Background: an optimization exercise with open tools, aiming at small area, a short achievable clock period and few clock cycles. Do not read the settings as production practice. RTL that was checked went through simulation tests only; none was proved equivalent to the original.

v6:
==> flow/design.v <==
module msr_ring (
    input  wire        clk,
    input  wire        rst,
    input  wire        cmd_valid,
    output wire        cmd_ready,
    input  wire [1:0]  cmd_op,
    input  wire [15:0] cmd_arg,
    output reg         rsp_valid,
    output reg  [15:0] rsp_data
);
    localparam RING_CAP = 32;
    localparam R        = 2;             
    localparam NSTEP    = 16 / R;
    localparam OP_PUSH  = 2'd0;
    localparam OP_AVG   = 2'd1;
    localparam OP_SLOT  = 2'd2;
    localparam OP_CUR   = 2'd3;
    reg [15:0]   sr [0:RING_CAP-1];      
    reg [4:0]    cur;
    reg          full;                   
    reg [20:0]   sum;                    
    reg          v1;
    reg [1:0]    op1;
    reg [15:0]   arg1;
    reg          push;                   
    reg          ready;
    assign cmd_ready = ready;
    wire accept = cmd_valid & ready & ~rst;
    reg          busy;
    reg [4:0]    rem;
    reg [2:0]    step;
    reg [6:0]    cur3;                   
    integer i;
    wire [4:0]  cur_nx  = cur + {4'd0, push};
    wire        full_nx = full | (push & (cur == 5'd31));
    reg  [3:0]  pos_lo;
    reg  [7:0]  pos_hi;
    reg         slot_ok;
    wire [4:0]  pos_nx = cur_nx + ~cmd_arg[4:0];
    reg  [15:0] slot_val;
    integer j, k;
    always @* begin
        slot_val = 16'd0;
        for (j = 0; j < 8; j = j + 1)
            for (k = 0; k < 4; k = k + 1)
                slot_val = slot_val | ({16{pos_hi[j] & pos_lo[k]}} & sr[4*j+k]);
        slot_val = slot_ok ? slot_val : 16'd0;
    end
    reg  [16:0] delta;
    wire [20:0] sum_nx  = push ? sum + {{4{delta[16]}}, delta} : sum;
    wire [15:0] old_p   = (full | (cur == 5'd31)) ? sr[RING_CAP-2] : 16'd0;
    wire [15:0] old_n   = full ? sr[RING_CAP-1] : 16'd0;
    wire [16:0] delta_p = {1'b0, cmd_arg} - {1'b0, old_p};
    wire [16:0] delta_n = {1'b0, cmd_arg} - {1'b0, old_n};
    wire [6:0]  t  = {rem, sum[15:14]};
    wire [7:0]  e1 = {1'b0, t} - {3'b0, cur};
    wire [7:0]  e2 = {1'b0, t} - {2'b0, cur, 1'b0};
    wire [7:0]  e3 = {1'b0, t} - {1'b0, cur3};
    wire        g1 = ~e1[7];
    wire        g2 = ~e2[7];
    wire        g3 = ~e3[7];
    wire [4:0]  drem = g3 ? e3[4:0] : g2 ? e2[4:0] : g1 ? e1[4:0] : t[4:0];
    wire [1:0]  dq   = {g2, g3 | (g1 & ~g2)};
    always @(posedge clk) begin
        if (push) begin
            for (i = RING_CAP - 1; i > 0; i = i - 1)
                sr[i] <= sr[i-1];
            sr[0] <= arg1;
        end
    end
    wire start_div = accept & (cmd_op == OP_AVG) & ~full_nx & (cur_nx != 5'd0);
    always @(posedge clk) begin
        arg1 <= cmd_arg;
        delta <= push ? delta_p : delta_n;
        pos_lo  <= 4'd1 << pos_nx[1:0];
        pos_hi  <= 8'd1 << pos_nx[4:2];
        slot_ok <= full_nx | (cmd_arg[4:0] < cur_nx);
        op1  <= cmd_op;
        rem  <= start_div ? sum_nx[20:16] : drem;
        step <= start_div ? 3'd0 : step + 3'd1;
        if (busy)
            rsp_data <= {rsp_data[15-R:0], dq};
        else
            case (op1)
                OP_PUSH: rsp_data <= 16'd0;
                OP_AVG:  rsp_data <= full ? sum[20:5] : 16'd0;
                OP_SLOT: rsp_data <= slot_val;
                default: rsp_data <= {11'd0, cur};
            endcase
        if (rst) begin
            v1        <= 1'b0;
            push      <= 1'b0;
            ready     <= 1'b1;
            cur       <= 5'd0;
            cur3      <= 7'd0;
            full      <= 1'b0;
            sum       <= 21'd0;
            busy      <= 1'b0;
            rsp_valid <= 1'b0;
        end else begin
            v1   <= accept;
            push <= accept & (cmd_op == OP_PUSH) & (cmd_arg != 16'd0);
            cur  <= cur_nx;
            if (push)
                cur3 <= cur3 + 7'd3;
            full <= full_nx;
            if (busy)
                sum <= {sum[20:16], sum[15-R:0], sum[15:16-R]};
            else
                sum <= sum_nx;
            if (busy && step == NSTEP - 2)
                ready <= 1'b1;
            if (busy && step == NSTEP - 1)
                busy <= 1'b0;
            if (start_div) begin
                busy  <= 1'b1;
                ready <= 1'b0;
            end
            rsp_valid <= busy ? (step == NSTEP - 1) : v1;
        end
    end
endmodule
==> flow/config.mk <==
export PLATFORM = sky130hd
export DESIGN_NAME = msr_ring
export DESIGN_NICKNAME = msr_ring
export VERILOG_FILES = /design/flow/design.v
export SDC_FILE = /design/flow/constraint.sdc
export NUM_CORES = 4
export LEC_CHECK = 0
export ABC_CLOCK_PERIOD_IN_PS = 3000
export CAP_MARGIN = 20
export CORE_MARGIN = 2
export CORE_UTILIZATION = 40
export CTS_CLUSTER_DIAMETER = 120
export CTS_CLUSTER_SIZE = 24
export SETUP_SLACK_MARGIN = 5
export SLEW_MARGIN = 20
==> flow/constraint.sdc <==
create_clock -name core_clock -period 8.0 [get_ports {clk}]
set_input_delay 1.6000 -clock core_clock [delete_from_list [all_inputs] [get_ports {clk}]]
set_output_delay 1.6000 -clock core_clock [all_outputs]
set_load 0.01 [all_outputs]
standard.sh (not shown) runs the stock make flow with config.mk's settings and CLKGATE_MAP_FILE= SYNTH_SCRIPT=/design/flow/synth_recipe.tcl, a recipe that flattens the netlist after the stock synthesis.
==> flow/flow/run.sh <==
#!/bin/bash
# Layout flow: the standard flow (standard synthesis included), with the
# port buffers made plain buffers (buf_4) instead of the delay cells that
# buffer_ports otherwise picks. Each step's log stays in orfs/logs; make's
# own output goes to make_flow.log here.
set -euo pipefail
export BUFFER_PORTS_ARGS="-buffer_cell sky130_fd_sc_hd__buf_4"
bash standard.sh > make_flow.log 2>&1
v6 has completed all stages; timing, DRC and antenna checks passed.
Testbench counts of v6, summed over its fixed seeds: cycles 8,189.
The following lists how v7 was set up differently from v6:
--- a/flow/design.v
+++ b/flow/design.v
@@ -47,14 +47,13 @@
         slot_val = slot_ok ? slot_val : 16'd0;
     end
     reg  [16:0] delta;
     wire [20:0] sum_nx  = push ? sum + {{4{delta[16]}}, delta} : sum;
     wire [15:0] old_p   = (full | (cur == 5'd31)) ? sr[RING_CAP-2] : 16'd0;
     wire [15:0] old_n   = full ? sr[RING_CAP-1] : 16'd0;
-    wire [16:0] delta_p = {1'b0, cmd_arg} - {1'b0, old_p};
-    wire [16:0] delta_n = {1'b0, cmd_arg} - {1'b0, old_n};
+    wire [15:0] old_nx  = push ? old_p : old_n;
     wire [6:0]  t  = {rem, sum[15:14]};
     wire [7:0]  e1 = {1'b0, t} - {3'b0, cur};
     wire [7:0]  e2 = {1'b0, t} - {2'b0, cur, 1'b0};
     wire [7:0]  e3 = {1'b0, t} - {1'b0, cur3};
     wire        g1 = ~e1[7];
     wire        g2 = ~e2[7];
@@ -68,13 +67,13 @@
             sr[0] <= arg1;
         end
     end
     wire start_div = accept & (cmd_op == OP_AVG) & ~full_nx & (cur_nx != 5'd0);
     always @(posedge clk) begin
         arg1 <= cmd_arg;
-        delta <= push ? delta_p : delta_n;
+        delta <= {1'b0, cmd_arg} - {1'b0, old_nx};
         pos_lo  <= 4'd1 << pos_nx[1:0];
         pos_hi  <= 8'd1 << pos_nx[4:2];
         slot_ok <= full_nx | (cmd_arg[4:0] < cur_nx);
         op1  <= cmd_op;
         rem  <= start_div ? sum_nx[20:16] : drem;
         step <= start_div ? 3'd0 : step + 3'd1;
## What came out
cmd_arg[0] as the critical path startpoint was reported by v7, and cur[4] by v6. Taking v6 as the reference point, the via total after detailed routing of v7 rises by about 2.3%. The area used by multi-input combinational logic number comes out lower for v7 vs v6. v7 — gate count after technology mapping 42 lower, v6 as reference. Lower number of gates resized after CTS was reported by v6, not v7. Going from v6 to v7, peak per-stage delay on the critical path shrinks by 0.04 ns. The final cell count without fillers on v6 is in line with that on v7. Diff v6 -> v7 | area of the mapped netlist | down slightly.
No functional check of the RTL was part of v7.

==> what the ideal ports hide <==
The results above use ideal ports. As a check the final layouts listed here were re-extracted and re-timed, cells and wires unchanged. Step 1, drivers: a clkbuf_16 drives clk and a buf_2 each remaining input, both assumed. Step 2 adds t to the input delays and takes it off the output delays; t is the mean of the earliest and latest rising clock arrival at the registers after step 1. Input paths then give back, and output paths get back, about the clock's delay inside the block. Slacks: no drivers / after step 1 / after step 2; pairs: no drivers / after step 1.
run	shift t [ns]	slack for setup (ns)	worst hold slack (ns)	clock arrival spread, ns	slew at the worst register clock pin (ns)
v6	0.678	5.070 / 5.070 / 4.531	0.412 / 0.412 / 0.412	0.042 / 0.043	0.11 / 0.11
v7	0.676	5.017 / 5.021 / 4.345	0.416 / 0.416 / 0.416	0.039 / 0.040	0.11 / 0.11
After both steps every run listed still meets setup and hold. The setup slack of v7, which loses most, moves by +0.004 ns with the drivers and by -0.672 ns with both steps.
